This is an optimization exercise on Yosys and OpenROAD, whose aim is small area, a short achievable clock period and few clock cycles per item, not a production implementation. Where RTL was checked, it was by simulation tests only, not by an equivalence proof against the original. The RTL of run 2 was laid out without a check of its function.

==> flow/design.v, too long to show whole: its modules and the start of the top module <==
// module cmpr_enc4: 806 lines
// module cmpr_sqd: 342 lines
// module cmpr_gbe: 1240 lines
// module cmpr_bl21: 144 lines
module cmpr_enc4 (
    input  wire         clk,
    input  wire         rst,
    input  wire         in_valid,
    output wire         in_ready,
    input  wire [511:0] in_pixels,
    input  wire [31:0]  in_dim,
    output reg          out_valid,
    output reg  [15:0]  out_r0,
    output reg  [15:0]  out_r1,
    output reg  [31:0]  out_idx,
    output reg  [3:0]   out_flags
);
  // ...
==> flow/run.sh <==
#!/bin/bash
# synth_recipe.tcl (not shown) runs the flow's synth.tcl, then flattens the netlist and writes it again
# the make line also repeats each setting of config.mk as NAME=value (left out here)
make -C /OpenROAD-flow-scripts/flow DESIGN_CONFIG=/design/flow/config.mk WORK_HOME=/design/flow/orfs CLKGATE_MAP_FILE= SYNTH_SCRIPT=/design/flow/synth_recipe.tcl finish
==> flow/config.mk <==
export PLATFORM = sky130hd
export DESIGN_NAME = cmpr_enc4
export DESIGN_NICKNAME = cmpr_enc4
export VERILOG_FILES = /design/flow/design.v
export SDC_FILE = /design/flow/constraint.sdc
export NUM_CORES = 8
export LEC_CHECK = 0
export CAP_MARGIN = 35
export CORE_MARGIN = 2
export CORE_UTILIZATION = 45
export PLACE_DENSITY = 0.6
export SLEW_MARGIN = 35
==> flow/constraint.sdc <==
create_clock -name core_clock -period 23.0 [get_ports {clk}]
set_input_delay 4.6000 -clock core_clock [delete_from_list [all_inputs] [get_ports {clk}]]
set_output_delay 4.6000 -clock core_clock [all_outputs]
set_load 0.01 [all_outputs]
==> results.toml, run 1 <==
[worst_setup_path]
critical_path.max_fanout = 7
crit_family = "buffers and inverters"
timing.critical_path.buf_inv = 1
cell_count_along_the_critical_path = 1

[floorplanning]
die_y_um = 897
placement_rows = 328

[timing]
layout_min_cycle_time_ns = 7.26
hold_violations = 0
finalClockSkew_ns = 0.157

[yosys]
synthTopCellsByCount = "inv_1 (5872), fa_1 (4597), dfxtp_1 (3715)"
yosys_warnings = 3
synth_enable_flop_cells = 310
yosys-mux-area-fraction_pct = 5.26

[cells_and_area]
design.seq.count = 4025
n_all_buffers = 1292
final_nets = 45525
filler_cell_count = 73371
sh_seq_area_pct = 21.0

[drt]
routed_wire_length_per_instance_um = 33.3
ant_nets_after_route = 0
dr_total_vias = 280772

[status]
status = "complete, no violations"

[clock_tree]
cts_tree = "done"

[global_routing]
pin_count_of_the_biggest_net_entering_global_routing = 61

[placement]
preCtsSetupSlack_ns = 16.27
Testbench counts, summed over its fixed seeds: cycles 7,247, blocks 512.
==> inputs of run 2 (changes only) <==
--- a/flow/design.v
+++ b/flow/design.v
@@ -8,17 +8,17 @@
     output reg          out_valid,
     output reg  [15:0]  out_r0,
     output reg  [15:0]  out_r1,
     output reg  [31:0]  out_idx,
     output reg  [3:0]   out_flags
 );
     localparam [31:0] BLACK = 32'h000000FF;
     localparam [31:0] WHITE = 32'hFFFFFFFF;
-    localparam [2:0] B_EMPTY = 3'd0, B_WAITK = 3'd1, B_K2 = 3'd2, B_K3 = 3'd3, B_READY = 3'd4;
+    localparam [2:0] B_EMPTY = 3'd0, B_WAITK = 3'd1, B_K2 = 3'd2, B_K3 = 3'd3, B_K4 = 3'd5, B_READY = 3'd4;
     function [15:0] enc565;
         input [31:0] c;
         enc565 = {c[31:27], c[23:18], c[15:11]};
     endfunction
     function [3:0] prienc;    
         input [15:0] v;
         integer k;
         begin
@@ -45,17 +45,18 @@
     reg        bGen, bNeedPt, bAny, bFour;
     reg [3:0]  bFirstS, oB;
     reg        segA, segB;
     reg [2:0]  cnt;
     reg        aFull, aDoneNow, bFreeNow, inrdy;
     reg        rpValid, rpFound;
     reg [3:0]  rpI, rpJ;
     wire xfer   = aDoneNow & bFreeNow;
-    assign in_ready = inrdy;             
+    reg  inrdyP;                         
+    assign in_ready = inrdyP;            
     wire accept = in_valid & inrdy;
     wire [2:0] bLen1      = (segA | bGen) ? 3'd7 : 3'd3;
     wire       aLastPass  = ~aGen | aPass;
     wire       aPassEnd   = segA & (cnt == 3'd7);
     wire       aFinal     = aPassEnd & aLastPass;
     wire       bFinal     = segB & (cnt == bLen1);
     wire       segEnd     = aPassEnd | bFinal | (~segA & ~segB);
     wire       aFull_n    = accept | (aFull & ~xfer);
@@ -65,17 +66,18 @@
     always @(*) begin
         if (xfer)
             bSt_n = B_WAITK;
         else if (bFinal)
             bSt_n = B_EMPTY;
         else case (bSt)
             B_WAITK: bSt_n = rpValid ? B_K2 : B_WAITK;
             B_K2:    bSt_n = B_K3;
-            B_K3:    bSt_n = B_READY;
+            B_K3:    bSt_n = B_K4;
+            B_K4:    bSt_n = B_READY;
             default: bSt_n = bSt;
         endcase
     end
     wire       bGen_n     = xfer ? aGen : bGen;
     wire       bReady_n   = (bSt_n == B_READY);
     wire       startB     = segEnd & bReady_n;
     wire       startA     = segEnd & aFull_n & ~aDone_n & (~bReady_n | (~bGen_n & aPass_n));
     wire       startBo    = startB & ~startA;      
@@ -94,28 +96,30 @@
             aFirst   <= 1'b0;
             bSt      <= B_EMPTY;
             segA     <= 1'b0;
             segB     <= 1'b0;
             cnt      <= 3'd0;
             aDoneNow <= 1'b0;
             bFreeNow <= 1'b1;
             inrdy    <= 1'b1;
+            inrdyP   <= 1'b1;
         end else begin
             aFull    <= aFull_n;
             aDone    <= aDone_n;
             aPass    <= aPass_n;
             aFirst   <= accept;
             bSt      <= bSt_n;
             segA     <= segA_n;
             segB     <= segB_n;
             cnt      <= cnt_n;
             aDoneNow <= aDoneNow_n;
             bFreeNow <= bFreeNow_n;
             inrdy    <= ~aFull_n | (aDoneNow_n & bFreeNow_n);
+            inrdyP   <= ~(accept | (aFullC[0] & ~xfer)) | (~xfer & (aDoneNowC[0] | aFinNext) & bFreeNow_n);
         end
     end
     reg [7:0] aFullC, aDoneNowC;
     reg [15:0] segBU;      
     reg [3:0]  segBO;      
     reg [7:0]  pass1G;     
     integer ci;
     always @(posedge clk) begin
@@ -277,22 +281,22 @@
                          (aFirst ? survC[0] & survC[6] : a0[33] & a6[33]),
                          (aFirst ? survC[0] & survC[5] : a0[33] & a5[33]),
                          (aPass ? (aFirst ? survC[0] & survC[8] : a0[33] & a8[33]) : (aFirst ? survC[0] & survC[4] : a0[33] & a4[33])),
                          (aPass ? (aFirst ? survC[0] & survC[7] : a0[33] & a7[33]) : (aFirst ? survC[0] & survC[3] : a0[33] & a3[33])),
                          (aPass ? (aFirst ? survC[0] & survC[6] : a0[33] & a6[33]) : (aFirst ? survC[0] & survC[2] : a0[33] & a2[33])),
                          (aPass ? (aFirst ? survC[0] & survC[5] : a0[33] & a5[33]) : (aFirst ? survC[0] & survC[1] : a0[33] & a1[33]))},
                          segB, oB, bFinal, bGen, bFour, segA & segB,
                          {b12[32], b12[33], b8[32], b8[33], b4[32], b4[33], b0[32], b0[33]}};
-    reg  [TW-1:0] t1, t2, t3, t4, t5;
+    reg  [TW-1:0] t1, t2, t3, t4;
     always @(posedge clk) begin
-        t1 <= t0; t2 <= t1; t3 <= t2; t4 <= t3; t5 <= t4;
+        t1 <= t0; t2 <= t1; t3 <= t2; t4 <= t3;
         if (rst) begin
-            t1[41] <= 1'b0; t2[41] <= 1'b0; t3[41] <= 1'b0; t4[41] <= 1'b0; t5[41] <= 1'b0;
-            t1[16] <= 1'b0; t2[16] <= 1'b0; t3[16] <= 1'b0; t4[16] <= 1'b0; t5[16] <= 1'b0;
+            t1[41] <= 1'b0; t2[41] <= 1'b0; t3[41] <= 1'b0; t4[41] <= 1'b0;
+            t1[16] <= 1'b0; t2[16] <= 1'b0; t3[16] <= 1'b0; t4[16] <= 1'b0;
         end
     end
     wire        t1vA = t1[41], t1c = t1[36], t1firstA = t1[35], t1lastA = t1[34], t1genA = t1[33];
     wire [3:0]  t1oA = t1[40:37];
     wire [15:0] t1vld = t1[32:17];
     wire        t1vB = t1[16], t1lastB = t1[11], t1genB = t1[10], t1four = t1[9], t1half = t1[8];
     wire [3:0]  t1oB = t1[15:12];
     wire [7:0]  t1ov = t1[7:0];
@@ -309,22 +313,16 @@
     wire [3:0]  t3oB = t3[15:12];
     wire [7:0]  t3ov = t3[7:0];
     wire        t4vA = t4[41], t4c = t4[36], t4firstA = t4[35], t4lastA = t4[34], t4genA = t4[33];
     wire [3:0]  t4oA = t4[40:37];
     wire [15:0] t4vld = t4[32:17];
     wire        t4vB = t4[16], t4lastB = t4[11], t4genB = t4[10], t4four = t4[9], t4half = t4[8];
     wire [3:0]  t4oB = t4[15:12];
     wire [7:0]  t4ov = t4[7:0];
-    wire        t5vA = t5[41], t5c = t5[36], t5firstA = t5[35], t5lastA = t5[34], t5genA = t5[33];
-    wire [3:0]  t5oA = t5[40:37];
-    wire [15:0] t5vld = t5[32:17];
-    wire        t5vB = t5[16], t5lastB = t5[11], t5genB = t5[10], t5four = t5[9], t5half = t5[8];
-    wire [3:0]  t5oB = t5[15:12];
-    wire [7:0]  t5ov = t5[7:0];
     reg [15:0] segB1;      
     always @(posedge clk) segB1 <= segBU;
     wire [17:0] sq0;
     cmpr_sqd su0 (.clk(clk), .a(opa0[31:8]), .b(opb0[31:8]), .q(sq0));
     reg  [26:0] fl0;
     always @(posedge clk) fl0 <= {segB1[0] | t1vld[0], sq0, segB1[0] ? {2'd0, 6'd0} : prank(t1oA, 4'd0, t1c ? 4'd5 : 4'd1)};
     wire [17:0] sq1;
     cmpr_sqd su1 (.clk(clk), .a(opa1[31:8]), .b(opb1[31:8]), .q(sq1));
@@ -441,105 +439,97 @@
     wire fr_w1 = ~fr_g12 & ~fr_g13 & fr_g01;
     wire fr_w2 = ~fr_g23 & fr_g02 & fr_g12;
     wire fr_w3 = fr_g03 & fr_g13 & fr_g23;
     always @(posedge clk) froot <= (({27{fr_w0}} & f2r0) | ({27{fr_w1}} & f2r1) | ({27{fr_w2}} & f2r2) | ({27{fr_w3}} & f2r3));
     wire [26:0] fbest_n = (t4firstA | (froot > fbest)) ? froot : fbest;
     always @(posedge clk) if (t4vA) fbest <= fbest_n;
     wire [34:0] gra0, grb0;
     cmpr_gbe gb0 (.clk(clk), .sa(opa0[7:0]), .pa(opb0[7:0]), .sq(fl0[25:8]), .ra(gra0), .rb(grb0));
-    reg  [34:0] gd0;
-    always @(posedge clk) gd0 <= gra0 + grb0;
-    reg  [8:0] gk0a, gk0b;
-    always @(posedge clk) begin gk0a <= {fl0[26], fl0[7:0]}; gk0b <= gk0a; end
-    wire [43:0] gl0 = {gk0b[8], gd0, gk0b[7:0]};
+    wire [34:0] gd0 = gra0 + grb0;
+    reg  [8:0] gk0;
+    always @(posedge clk) gk0 <= {fl0[26], fl0[7:0]};
+    wire [43:0] gl0 = {gk0[8], gd0, gk0[7:0]};
     wire [34:0] gra1, grb1;
     cmpr_gbe gb1 (.clk(clk), .sa(opa1[7:0]), .pa(opb1[7:0]), .sq(fl1[25:8]), .ra(gra1), .rb(grb1));
-    reg  [34:0] gd1;
-    always @(posedge clk) gd1 <= gra1 + grb1;
-    reg  [8:0] gk1a, gk1b;
-    always @(posedge clk) begin gk1a <= {fl1[26], fl1[7:0]}; gk1b <= gk1a; end
-    wire [43:0] gl1 = {gk1b[8], gd1, gk1b[7:0]};
+    wire [34:0] gd1 = gra1 + grb1;
+    reg  [8:0] gk1;
+    always @(posedge clk) gk1 <= {fl1[26], fl1[7:0]};
+    wire [43:0] gl1 = {gk1[8], gd1, gk1[7:0]};
     wire [34:0] gra2, grb2;
     cmpr_gbe gb2 (.clk(clk), .sa(opa2[7:0]), .pa(opb2[7:0]), .sq(fl2[25:8]), .ra(gra2), .rb(grb2));
-    reg  [34:0] gd2;
-    always @(posedge clk) gd2 <= gra2 + grb2;
-    reg  [8:0] gk2a, gk2b;
-    always @(posedge clk) begin gk2a <= {fl2[26], fl2[7:0]}; gk2b <= gk2a; end
-    wire [43:0] gl2 = {gk2b[8], gd2, gk2b[7:0]};
+    wire [34:0] gd2 = gra2 + grb2;
+    reg  [8:0] gk2;
+    always @(posedge clk) gk2 <= {fl2[26], fl2[7:0]};
+    wire [43:0] gl2 = {gk2[8], gd2, gk2[7:0]};
     wire [34:0] gra3, grb3;
     cmpr_gbe gb3 (.clk(clk), .sa(opa3[7:0]), .pa(opb3[7:0]), .sq(fl3[25:8]), .ra(gra3), .rb(grb3));
-    reg  [34:0] gd3;
-    always @(posedge clk) gd3 <= gra3 + grb3;
-    reg  [8:0] gk3a, gk3b;
-    always @(posedge clk) begin gk3a <= {fl3[26], fl3[7:0]}; gk3b <= gk3a; end
-    wire [43:0] gl3 = {gk3b[8], gd3, gk3b[7:0]};
+    wire [34:0] gd3 = gra3 + grb3;
+    reg  [8:0] gk3;
+    always @(posedge clk) gk3 <= {fl3[26], fl3[7:0]};
+    wire [43:0] gl3 = {gk3[8], gd3, gk3[7:0]};
     wire [34:0] gra4, grb4;
     cmpr_gbe gb4 (.clk(clk), .sa(opa8[7:0]), .pa(opb8[7:0]), .sq(fl8[25:8]), .ra(gra4), .rb(grb4));
-    reg  [34:0] gd4;
-    always @(posedge clk) gd4 <= gra4 + grb4;
-    reg  [8:0] gk4a, gk4b;
-    always @(posedge clk) begin gk4a <= {fl8[26], fl8[7:0]}; gk4b <= gk4a; end
-    wire [43:0] gl4 = {gk4b[8], gd4, gk4b[7:0]};
+    wire [34:0] gd4 = gra4 + grb4;
+    reg  [8:0] gk4;
+    always @(posedge clk) gk4 <= {fl8[26], fl8[7:0]};
+    wire [43:0] gl4 = {gk4[8], gd4, gk4[7:0]};
     wire [34:0] gra5, grb5;
     cmpr_gbe gb5 (.clk(clk), .sa(opa9[7:0]), .pa(opb9[7:0]), .sq(fl9[25:8]), .ra(gra5), .rb(grb5));
-    reg  [34:0] gd5;
-    always @(posedge clk) gd5 <= gra5 + grb5;
-    reg  [8:0] gk5a, gk5b;
-    always @(posedge clk) begin gk5a <= {fl9[26], fl9[7:0]}; gk5b <= gk5a; end
-    wire [43:0] gl5 = {gk5b[8], gd5, gk5b[7:0]};
+    wire [34:0] gd5 = gra5 + grb5;
+    reg  [8:0] gk5;
+    always @(posedge clk) gk5 <= {fl9[26], fl9[7:0]};
+    wire [43:0] gl5 = {gk5[8], gd5, gk5[7:0]};
     wire [34:0] gra6, grb6;
     cmpr_gbe gb6 (.clk(clk), .sa(opa10[7:0]), .pa(opb10[7:0]), .sq(fl10[25:8]), .ra(gra6), .rb(grb6));
-    reg  [34:0] gd6;
-    always @(posedge clk) gd6 <= gra6 + grb6;
-    reg  [8:0] gk6a, gk6b;
-    always @(posedge clk) begin gk6a <= {fl10[26], fl10[7:0]}; gk6b <= gk6a; end
-    wire [43:0] gl6 = {gk6b[8], gd6, gk6b[7:0]};
+    wire [34:0] gd6 = gra6 + grb6;
+    reg  [8:0] gk6;
+    always @(posedge clk) gk6 <= {fl10[26], fl10[7:0]};
+    wire [43:0] gl6 = {gk6[8], gd6, gk6[7:0]};
     wire [34:0] gra7, grb7;
     cmpr_gbe gb7 (.clk(clk), .sa(opa11[7:0]), .pa(opb11[7:0]), .sq(fl11[25:8]), .ra(gra7), .rb(grb7));
-    reg  [34:0] gd7;
-    always @(posedge clk) gd7 <= gra7 + grb7;
-    reg  [8:0] gk7a, gk7b;
-    always @(posedge clk) begin gk7a <= {fl11[26], fl11[7:0]}; gk7b <= gk7a; end
-    wire [43:0] gl7 = {gk7b[8], gd7, gk7b[7:0]};
-    wire t4gi = t4vB & t4genB;    
+    wire [34:0] gd7 = gra7 + grb7;
+    reg  [8:0] gk7;
+    always @(posedge clk) gk7 <= {fl11[26], fl11[7:0]};
+    wire [43:0] gl7 = {gk7[8], gd7, gk7[7:0]};
+    wire t3gi = t3vB & t3genB;    
     reg [43:0] g2r0, g2r1, gbest;
-    wire gt0_g01 = (gl1 > gl0) ^ t4gi;    
-    wire gt0_g02 = (gl2 > gl0) ^ t4gi;    
-    wire gt0_g03 = (gl3 > gl0) ^ t4gi;    
-    wire gt0_g12 = (gl2 > gl1) ^ t4gi;    
-    wire gt0_g13 = (gl3 > gl1) ^ t4gi;    
-    wire gt0_g23 = (gl3 > gl2) ^ t4gi;    
+    wire gt0_g01 = (gl1 > gl0) ^ t3gi;    
+    wire gt0_g02 = (gl2 > gl0) ^ t3gi;    
+    wire gt0_g03 = (gl3 > gl0) ^ t3gi;    
+    wire gt0_g12 = (gl2 > gl1) ^ t3gi;    
+    wire gt0_g13 = (gl3 > gl1) ^ t3gi;    
+    wire gt0_g23 = (gl3 > gl2) ^ t3gi;    
     wire gt0_w0 = ~gt0_g01 & ~gt0_g02 & ~gt0_g03;
     wire gt0_w1 = ~gt0_g12 & ~gt0_g13 & gt0_g01;
     wire gt0_w2 = ~gt0_g23 & gt0_g02 & gt0_g12;
     wire gt0_w3 = gt0_g03 & gt0_g13 & gt0_g23;
     always @(posedge clk) g2r0 <= (({44{gt0_w0}} & gl0) | ({44{gt0_w1}} & gl1) | ({44{gt0_w2}} & gl2) | ({44{gt0_w3}} & gl3));
-    wire gt1_g01 = (gl5 > gl4) ^ t4gi;    
-    wire gt1_g02 = (gl6 > gl4) ^ t4gi;    
-    wire gt1_g03 = (gl7 > gl4) ^ t4gi;    
-    wire gt1_g12 = (gl6 > gl5) ^ t4gi;    
-    wire gt1_g13 = (gl7 > gl5) ^ t4gi;    
-    wire gt1_g23 = (gl7 > gl6) ^ t4gi;    
+    wire gt1_g01 = (gl5 > gl4) ^ t3gi;    
+    wire gt1_g02 = (gl6 > gl4) ^ t3gi;    
+    wire gt1_g03 = (gl7 > gl4) ^ t3gi;    
+    wire gt1_g12 = (gl6 > gl5) ^ t3gi;    
+    wire gt1_g13 = (gl7 > gl5) ^ t3gi;    
+    wire gt1_g23 = (gl7 > gl6) ^ t3gi;    
     wire gt1_w0 = ~gt1_g01 & ~gt1_g02 & ~gt1_g03;
     wire gt1_w1 = ~gt1_g12 & ~gt1_g13 & gt1_g01;
     wire gt1_w2 = ~gt1_g23 & gt1_g02 & gt1_g12;
     wire gt1_w3 = gt1_g03 & gt1_g13 & gt1_g23;
     always @(posedge clk) g2r1 <= (({44{gt1_w0}} & gl4) | ({44{gt1_w1}} & gl5) | ({44{gt1_w2}} & gl6) | ({44{gt1_w3}} & gl7));
     wire gr_g01 = (g2r1 > g2r0) ^ 1'b0;    
     wire gr_g02 = (gbc > g2r0) ^ 1'b0;    
     wire gr_g12 = (gbc > g2r1) ^ 1'b0;    
     wire gr_w0 = ~gr_g01 & ~gr_g02;
     wire gr_w1 = ~gr_g12 & gr_g01;
     wire gr_w2 = gr_g02 & gr_g12;
-    wire [43:0] gbc = t5firstA ? 44'd0 : gbest;
+    wire [43:0] gbc = t4firstA ? 44'd0 : gbest;
     wire [43:0] gbest_n = (({44{gr_w0}} & g2r0) | ({44{gr_w1}} & g2r1) | ({44{gr_w2}} & gbc));
-    always @(posedge clk) if (t5vA) gbest <= gbest_n;
+    always @(posedge clk) if (t4vA) gbest <= gbest_n;
     wire fDone = t4vA & t4lastA & ~t4genA;
-    wire gDone = t5vA & t5lastA & t5genA;
+    wire gDone = t4vA & t4lastA & t4genA;
     always @(posedge clk) begin
         if (rst)
             rpValid <= 1'b0;
         else if (fDone | gDone)
             rpValid <= 1'b1;
         else if (bSt == B_WAITK && rpValid)
             rpValid <= 1'b0;
         if (fDone) begin
@@ -604,209 +594,216 @@
     wire [31:0] kB2  = kTie ? (kRa0 ? WHITE : BLACK) : kB;
     wire [15:0] kRb2 = kTie ? (kRa0 ? 16'hFFFF : 16'h0000) : kRb;
     wire        kGt  = kTie ? ~kRa0 : (kRa > kRb);
     wire        kLt  = kTie ? kRa0 : (kRa < kRb);
     wire        kSwp = bNeedPt ? kGt : kLt;
     wire        kFour = kSwp ? kLt : kGt;
     reg  [15:0] bR0, bR1;
     reg  [3:0]  bFlags;
-    wire [23:0] blQ2, blQ3, avQ;
+    reg         k4;    
+    always @(posedge clk) k4 <= ~rst & (bSt == B_K3);
+    reg  [23:0] blA, blB;    
+    wire [23:0] blQ, avQ;
     genvar gc;
     generate for (gc = 0; gc < 3; gc = gc + 1) begin : blend
         wire [8:0] ab = {1'b0, pal0[8*gc+15:8*gc+8]} + {1'b0, pal1[8*gc+15:8*gc+8]};
-        cmpr_bl21 bl2 (.a(pal0[8*gc+15:8*gc+8]), .b(pal1[8*gc+15:8*gc+8]), .q(blQ2[8*gc+7:8*gc]));
-        cmpr_bl21 bl3 (.a(pal1[8*gc+15:8*gc+8]), .b(pal0[8*gc+15:8*gc+8]), .q(blQ3[8*gc+7:8*gc]));
+        cmpr_bl21 bl (.a(blA[8*gc+7:8*gc]), .b(blB[8*gc+7:8*gc]), .q(blQ[8*gc+7:8*gc]));
         assign avQ[8*gc+7:8*gc] = ab[8:1];
     end endgenerate
     always @(posedge clk) begin
         if (bSt == B_WAITK && rpValid) begin
             pal0 <= kPixI;
             pal1 <= kPixJ;
         end
         if (bSt == B_K2) begin
             pal0   <= kSwp ? kB2 : kA;
             pal1   <= kSwp ? kA : kB2;
+            blA    <= kSwp ? kB2[31:8] : kA[31:8];
+            blB    <= kSwp ? kA[31:8] : kB2[31:8];
             bR0    <= kSwp ? kRb2 : kRa;
             bR1    <= kSwp ? kRa : kRb2;
             bFour  <= kFour;
             bFlags <= {kSwp, kTie, ~bAny, bNeedPt};
         end
         if (bSt == B_K3) begin
-            pal2 <= bFour ? blQ2 : avQ;
-            pal3 <= bFour ? blQ3 : avQ;
+            pal2 <= bFour ? blQ : avQ;
+            blA  <= blB;
+            blB  <= blA;
         end
+        if (k4)
+            pal3 <= bFour ? blQ : avQ;
     end
     function [1:0] ires;
         input [1:0] code;    
         input [1:0] e;
         ires = ~code[1] ? 2'd0 : (~code[0] ? 2'd3 : e);
     endfunction
     wire [1:0] fres0 = ires(t3ov[1:0], f2r0[7:6]);
     wire [1:0] fres1 = ires(t3ov[3:2], f2r1[7:6]);
     wire [1:0] fres2 = ires(t3ov[5:4], f2r2[7:6]);
     wire [1:0] fres3 = ires(t3ov[7:6], f2r3[7:6]);
-    wire [1:0] gres0 = ires(t5ov[1:0], g2r0[7:6]);
-    wire [1:0] gres1 = ires(t5ov[5:4], g2r1[7:6]);
+    wire [1:0] gres0 = ires(t4ov[1:0], g2r0[7:6]);
+    wire [1:0] gres1 = ires(t4ov[5:4], g2r1[7:6]);
     wire fIdx = t3vB & ~t3genB;
-    wire gIdx = t5vB & t5genB;
+    wire gIdx = t4vB & t4genB;
     always @(posedge clk) begin
         begin : fw0
             reg [3:0] df, dg;
             df = 4'd0 - t3oB;
-            dg = 4'd0 - t5oB;
+            dg = 4'd0 - t4oB;
             if (fIdx && df[1:0] == 2'd0 && (~t3half || df[2]))
                 out_idx[31:30] <= df[3:2] == 2'd0 ? fres0 : df[3:2] == 2'd1 ? fres1 : df[3:2] == 2'd2 ? fres2 : fres3;
             else if (gIdx && dg[2:0] == 3'd0)
                 out_idx[31:30] <= dg[3] ? gres1 : gres0;
         end
         begin : fw1
             reg [3:0] df, dg;
             df = 4'd1 - t3oB;
-            dg = 4'd1 - t5oB;
+            dg = 4'd1 - t4oB;
             if (fIdx && df[1:0] == 2'd0 && (~t3half || df[2]))
                 out_idx[29:28] <= df[3:2] == 2'd0 ? fres0 : df[3:2] == 2'd1 ? fres1 : df[3:2] == 2'd2 ? fres2 : fres3;
             else if (gIdx && dg[2:0] == 3'd0)
                 out_idx[29:28] <= dg[3] ? gres1 : gres0;
         end
         begin : fw2
             reg [3:0] df, dg;
             df = 4'd2 - t3oB;
-            dg = 4'd2 - t5oB;
+            dg = 4'd2 - t4oB;
             if (fIdx && df[1:0] == 2'd0 && (~t3half || df[2]))
                 out_idx[27:26] <= df[3:2] == 2'd0 ? fres0 : df[3:2] == 2'd1 ? fres1 : df[3:2] == 2'd2 ? fres2 : fres3;
             else if (gIdx && dg[2:0] == 3'd0)
                 out_idx[27:26] <= dg[3] ? gres1 : gres0;
         end
         begin : fw3
             reg [3:0] df, dg;
             df = 4'd3 - t3oB;
-            dg = 4'd3 - t5oB;
+            dg = 4'd3 - t4oB;
             if (fIdx && df[1:0] == 2'd0 && (~t3half || df[2]))
                 out_idx[25:24] <= df[3:2] == 2'd0 ? fres0 : df[3:2] == 2'd1 ? fres1 : df[3:2] == 2'd2 ? fres2 : fres3;
             else if (gIdx && dg[2:0] == 3'd0)
                 out_idx[25:24] <= dg[3] ? gres1 : gres0;
         end
         begin : fw4
             reg [3:0] df, dg;
             df = 4'd4 - t3oB;
-            dg = 4'd4 - t5oB;
+            dg = 4'd4 - t4oB;
             if (fIdx && df[1:0] == 2'd0 && (~t3half || df[2]))
                 out_idx[23:22] <= df[3:2] == 2'd0 ? fres0 : df[3:2] == 2'd1 ? fres1 : df[3:2] == 2'd2 ? fres2 : fres3;
             else if (gIdx && dg[2:0] == 3'd0)
                 out_idx[23:22] <= dg[3] ? gres1 : gres0;
         end
         begin : fw5
             reg [3:0] df, dg;
             df = 4'd5 - t3oB;
-            dg = 4'd5 - t5oB;
+            dg = 4'd5 - t4oB;
             if (fIdx && df[1:0] == 2'd0 && (~t3half || df[2]))
                 out_idx[21:20] <= df[3:2] == 2'd0 ? fres0 : df[3:2] == 2'd1 ? fres1 : df[3:2] == 2'd2 ? fres2 : fres3;
             else if (gIdx && dg[2:0] == 3'd0)
                 out_idx[21:20] <= dg[3] ? gres1 : gres0;
         end
         begin : fw6
             reg [3:0] df, dg;
             df = 4'd6 - t3oB;
-            dg = 4'd6 - t5oB;
+            dg = 4'd6 - t4oB;
             if (fIdx && df[1:0] == 2'd0 && (~t3half || df[2]))
                 out_idx[19:18] <= df[3:2] == 2'd0 ? fres0 : df[3:2] == 2'd1 ? fres1 : df[3:2] == 2'd2 ? fres2 : fres3;
             else if (gIdx && dg[2:0] == 3'd0)
                 out_idx[19:18] <= dg[3] ? gres1 : gres0;
         end
         begin : fw7
             reg [3:0] df, dg;
             df = 4'd7 - t3oB;
-            dg = 4'd7 - t5oB;
+            dg = 4'd7 - t4oB;
             if (fIdx && df[1:0] == 2'd0 && (~t3half || df[2]))
                 out_idx[17:16] <= df[3:2] == 2'd0 ? fres0 : df[3:2] == 2'd1 ? fres1 : df[3:2] == 2'd2 ? fres2 : fres3;
             else if (gIdx && dg[2:0] == 3'd0)
                 out_idx[17:16] <= dg[3] ? gres1 : gres0;
         end
         begin : fw8
             reg [3:0] df, dg;
             df = 4'd8 - t3oB;
-            dg = 4'd8 - t5oB;
+            dg = 4'd8 - t4oB;
             if (fIdx && df[1:0] == 2'd0 && (~t3half || df[2]))
                 out_idx[15:14] <= df[3:2] == 2'd0 ? fres0 : df[3:2] == 2'd1 ? fres1 : df[3:2] == 2'd2 ? fres2 : fres3;
             else if (gIdx && dg[2:0] == 3'd0)
                 out_idx[15:14] <= dg[3] ? gres1 : gres0;
         end
         begin : fw9
             reg [3:0] df, dg;
             df = 4'd9 - t3oB;
-            dg = 4'd9 - t5oB;
+            dg = 4'd9 - t4oB;
             if (fIdx && df[1:0] == 2'd0 && (~t3half || df[2]))
                 out_idx[13:12] <= df[3:2] == 2'd0 ? fres0 : df[3:2] == 2'd1 ? fres1 : df[3:2] == 2'd2 ? fres2 : fres3;
             else if (gIdx && dg[2:0] == 3'd0)
                 out_idx[13:12] <= dg[3] ? gres1 : gres0;
         end
         begin : fw10
             reg [3:0] df, dg;
             df = 4'd10 - t3oB;
-            dg = 4'd10 - t5oB;
+            dg = 4'd10 - t4oB;
             if (fIdx && df[1:0] == 2'd0 && (~t3half || df[2]))
                 out_idx[11:10] <= df[3:2] == 2'd0 ? fres0 : df[3:2] == 2'd1 ? fres1 : df[3:2] == 2'd2 ? fres2 : fres3;
             else if (gIdx && dg[2:0] == 3'd0)
                 out_idx[11:10] <= dg[3] ? gres1 : gres0;
         end
         begin : fw11
             reg [3:0] df, dg;
             df = 4'd11 - t3oB;
-            dg = 4'd11 - t5oB;
+            dg = 4'd11 - t4oB;
             if (fIdx && df[1:0] == 2'd0 && (~t3half || df[2]))
                 out_idx[9:8] <= df[3:2] == 2'd0 ? fres0 : df[3:2] == 2'd1 ? fres1 : df[3:2] == 2'd2 ? fres2 : fres3;
             else if (gIdx && dg[2:0] == 3'd0)
                 out_idx[9:8] <= dg[3] ? gres1 : gres0;
         end
         begin : fw12
             reg [3:0] df, dg;
             df = 4'd12 - t3oB;
-            dg = 4'd12 - t5oB;
+            dg = 4'd12 - t4oB;
             if (fIdx && df[1:0] == 2'd0 && (~t3half || df[2]))
                 out_idx[7:6] <= df[3:2] == 2'd0 ? fres0 : df[3:2] == 2'd1 ? fres1 : df[3:2] == 2'd2 ? fres2 : fres3;
             else if (gIdx && dg[2:0] == 3'd0)
                 out_idx[7:6] <= dg[3] ? gres1 : gres0;
         end
         begin : fw13
             reg [3:0] df, dg;
             df = 4'd13 - t3oB;
-            dg = 4'd13 - t5oB;
+            dg = 4'd13 - t4oB;
             if (fIdx && df[1:0] == 2'd0 && (~t3half || df[2]))
                 out_idx[5:4] <= df[3:2] == 2'd0 ? fres0 : df[3:2] == 2'd1 ? fres1 : df[3:2] == 2'd2 ? fres2 : fres3;
             else if (gIdx && dg[2:0] == 3'd0)
                 out_idx[5:4] <= dg[3] ? gres1 : gres0;
         end
         begin : fw14
             reg [3:0] df, dg;
             df = 4'd14 - t3oB;
-            dg = 4'd14 - t5oB;
+            dg = 4'd14 - t4oB;
             if (fIdx && df[1:0] == 2'd0 && (~t3half || df[2]))
                 out_idx[3:2] <= df[3:2] == 2'd0 ? fres0 : df[3:2] == 2'd1 ? fres1 : df[3:2] == 2'd2 ? fres2 : fres3;
             else if (gIdx && dg[2:0] == 3'd0)
                 out_idx[3:2] <= dg[3] ? gres1 : gres0;
         end
         begin : fw15
             reg [3:0] df, dg;
             df = 4'd15 - t3oB;
-            dg = 4'd15 - t5oB;
+            dg = 4'd15 - t4oB;
             if (fIdx && df[1:0] == 2'd0 && (~t3half || df[2]))
                 out_idx[1:0] <= df[3:2] == 2'd0 ? fres0 : df[3:2] == 2'd1 ? fres1 : df[3:2] == 2'd2 ? fres2 : fres3;
             else if (gIdx && dg[2:0] == 3'd0)
                 out_idx[1:0] <= dg[3] ? gres1 : gres0;
         end
         if (bFinal) begin
             out_r0    <= bR0;
             out_r1    <= bR1;
             out_flags <= bFlags;
         end
         if (rst)
             out_valid <= 1'b0;
         else
-            out_valid <= (fIdx & t3lastB) | (gIdx & t5lastB);
+            out_valid <= (fIdx & t3lastB) | (gIdx & t4lastB);
     end
 endmodule
 module cmpr_sqd (input clk, input [23:0] a, input [23:0] b, output [17:0] q);
     wire [8:0] d0 = {1'b0, a[23:16]} - {1'b0, b[23:16]};
     reg  [8:0] d0_r;
     wire [8:0] d1 = {1'b0, a[15:8]} - {1'b0, b[15:8]};
     reg  [8:0] d1_r;
     wire [8:0] d2 = {1'b0, a[7:0]} - {1'b0, b[7:0]};
==> flow/flow/run.sh (new file) <==
#!/bin/bash
# Layout flow: the standard ORFS flow (standard.sh), unchanged except that the port
# buffers that global placement inserts are sky130_fd_sc_hd__buf_4 cells.
set -e -o pipefail
export BUFFER_PORTS_ARGS="-buffer_cell sky130_fd_sc_hd__buf_4"
bash standard.sh > standard.log 2>&1
==> flow/standard.sh (new file) <==
#!/bin/bash
# synth_recipe.tcl (not shown) runs the flow's synth.tcl, then flattens the netlist and writes it again
# the make line also repeats each setting of config.mk as NAME=value (left out here)
make -C /OpenROAD-flow-scripts/flow DESIGN_CONFIG=/design/flow/config.mk WORK_HOME=/design/flow/orfs CLKGATE_MAP_FILE= SYNTH_SCRIPT=/design/flow/synth_recipe.tcl "${@:-finish}"
removed: flow/run.sh
==> results.toml, run 2 <==
[worst_setup_path]
worstPathArrival_ns = 8.74
worstRegToRegCells = 26
required_arrival_time_at_the_worst_endpoint_ns = 24.02
cp_max_delay_cell = "o31ai_1"
worstSetupStartpointType = "flop"
cell_count_along_the_critical_path = 26
crit_family = "compound AO/OA/AOI/OAI gates"
critical_path.max_fanout = 25
critical-path-max-stage-delay_ns = 0.50
worst_path_most_repeated_cell = "inv_1"
critPathKind = "reg -> reg"
timing.critical_path.buf_inv = 4
end_kind = "flop"

[clock_tree]
clock_path_buffers = 4
clock_net_sink_count = 3714
cts_post_setup_buffers_inserted = 0
clock_latency_ns = 1.30
cts_made_buffers = 435
cts_root_buffer = "clkbuf_16"
post_cts_resized = 0
cts_tree = "done"
cts.clk_slew.worst_paths_ns = 0.06
h_tree_depth = 5
hold_bufs_inserted_after_cts = 0

[global_routing]
grt_antenna_before_repair = 382
pin_count_of_the_biggest_net_entering_global_routing = 66
vias_in_the_first_global_route = 276220
first_pass_grt_wire_length_um = 2190000
grt_use_total_pct = 39.9
grt_overflow_total = 0

[timing]
setup_tns_final_ns = 0
final-setup-viol-count = 0
hold_violations = 0
pin_slew_with_the_least_headroom_to_its_limit_ns = 1.18
report.final.slew_viol_count = 0
layout_min_cycle_time_ns = 7.71
max-slew-margin-rel_pct = 21.2
finalClockSkew_ns = 0.270
post-route-period-util_pct = 33.5
rsz0062_at_grt = "no"
worst_hold_slack_ns = 0.300
upper_clock_frequency_limit_ghz = 0.130

[yosys]
yosys_warnings = 3
synthMostInstantiatedCell = "inv_1"
ys_types = 117
netlist_instances = 35495
synth_top_cell_by_area = "fa_1"
synth.yosys.seq_area_share_pct = 22.3
synth.cell_area_sq_mm = 0.350
synthTopCellsByCount = "inv_1 (5686), fa_1 (4489), and2_1 (3691)"
post-synth-top-area-fraction_pct = 25.7
synth-main-ff-cell = "dfxtp_1"
synth_enable_flop_cells = 358
syn_avg_cell_area_sq_um = 9.85
synthesis.nets = 43926
synth.area.top_cells = "fa_1 (26%), dfxtp_1 (19%), ha_1 (12%), and2_1 (6.6%), inv_1 (6.1%)"
ys_async_sr_fraction_pct = 0
ys_ff_latch = 3714

[placement]
gp_congestion = 1.12
place_hpwl_um = 1280000
numPortBuffers = 616

[hold_path]
holdCritPathClass = "reg -> reg"
holdPathStages = 0

[floorplanning]
die_y_um = 885
design.portCount = 617
dieArea_sq_mm = 0.784
initial_cell_density_of_the_core_pct = 45.2
die_extent_in_x_um = 885
placeableCoreArea_sq_mm = 0.774
placement_rows = 323

[cells_and_area]
final_nets = 44407
area_delta_synth_final_pct = 10.3
registers_with_the_most_flip_flops = "g2r0 x44, g2r1 x44, gbest x44"
most-common-layout-cells = "inv_1 (5683), fa_1 (4489), and2_1 (3689)"
post_route_cells_drive_above_1_share_pct = 10.3
final_common_cell = "inv_1"

[drt]
dr_total_vias = 276619
route.detailed.drc = 0
routed_wire_length_per_instance_um = 34.1
first_pass_iters = 13
drt_iter0_markers = 29865
post_drt_via_cell_ratio = 5.89
ant_nets_after_route = 0
postRouteWirelength_um = 1600000

[flow_run]
cap_viol_max_count = 0

[status]
status = "complete, no violations"
run 2: changes by cell type after synthesis, moves of 108 or more:
cell      change
and2_1      +110
o21bai_1    +126
dfxtp_1     -359
a21o_1      -216
fa_1        -108
nor2_1      -158
inv_1       -186
o21a_1      +116
run 2: per-stage QoR:
step / instance area, sq um / setup WS, ns / cells / utilization, %
2_1_floorplan: 350000 / 17.23 / 35495 / -
3_3_place_gp: 367000 / 15.30 / 45739 / 47.5
3_5_place_dp: 369000 / 15.46 / 45760 / 47.6
4_1_cts: 384000 / 15.42 / 46569 / 49.6
5_1_grt: 385000 / 14.96 / 46783 / 49.8
6_report: 386000 / 15.29 / 46947 / 49.8
run 2: cell families after synthesis:
kind of cell	Yosys count	synth area share, %
xor+xnor	1371	3.45
buf+inv	6853	7.39
compound gates	5293	10.0
fa+ha+maj	7887	37.9
simple gates	8614	13.3
mux	1763	5.60
flops	3714	22.3
run 2: layer usage:
layer  GRT usage (%)  vias up  part of all wire (%)
li1                -   116749                     -
met1            48.7   139696                    38
met2            56.9    15495                    41
met3            13.3     4516                    11
met4            33.6      163                    11
met5          0.0485        -                 0.068
run 2: final cells by class:
cell class	count	area [sq um]
Antenna cell	362	906
Clock buffer	548	12100
Clock inverter	261	3330
Fill cell	71614	388000
Inverter	5693	21400
Multi-Input combinational cell	24928	247000
Sequential cell	3714	78200
Tap cell	10237	12800
Timing Repair Buffer	1204	9560
run 2: path summary, 6_finish.rpt:
check / startpoint / slack (ns) / endpoint
max: gb1.rb[18] / 15.29 / g2r0[0]
min: t2[4] / 0.30 / t3[4]
max reg2reg: gb1.rb[18] / 15.29 / g2r0[0]
min reg2reg: t2[4] / 0.30 / t3[4]

[separate check: timing with driven ports]
The flow's constraints put no driver on any port. The routed layouts listed below were extracted and timed again, unchanged, in two steps.
Step 1 (the two cells are an assumption about what drives the block):
set clk [get_ports {clk}]
set_driving_cell -lib_cell sky130_fd_sc_hd__clkbuf_16 $clk
set_driving_cell -lib_cell sky130_fd_sc_hd__buf_2 [delete_from_list [all_inputs] $clk]
Step 2, shift: input delay + t, output delay - t, t = (earliest + latest rising clock arrival at the registers) / 2. This alone moves slack from input paths to output paths.
a / b / c = ideal / step 1 / step 2; a / b = the first two.
run	t (ns)	slack for setup (ns)	worst register clock-pin slew, ns	cell pins on the clock port's net
run 1	1.305	15.743 / 15.589 / 16.184	0.08 / 0.08	1
run 2	1.331	15.288 / 15.288 / 15.288	0.08 / 0.08	1
After both steps setup and hold are still met in every run listed.
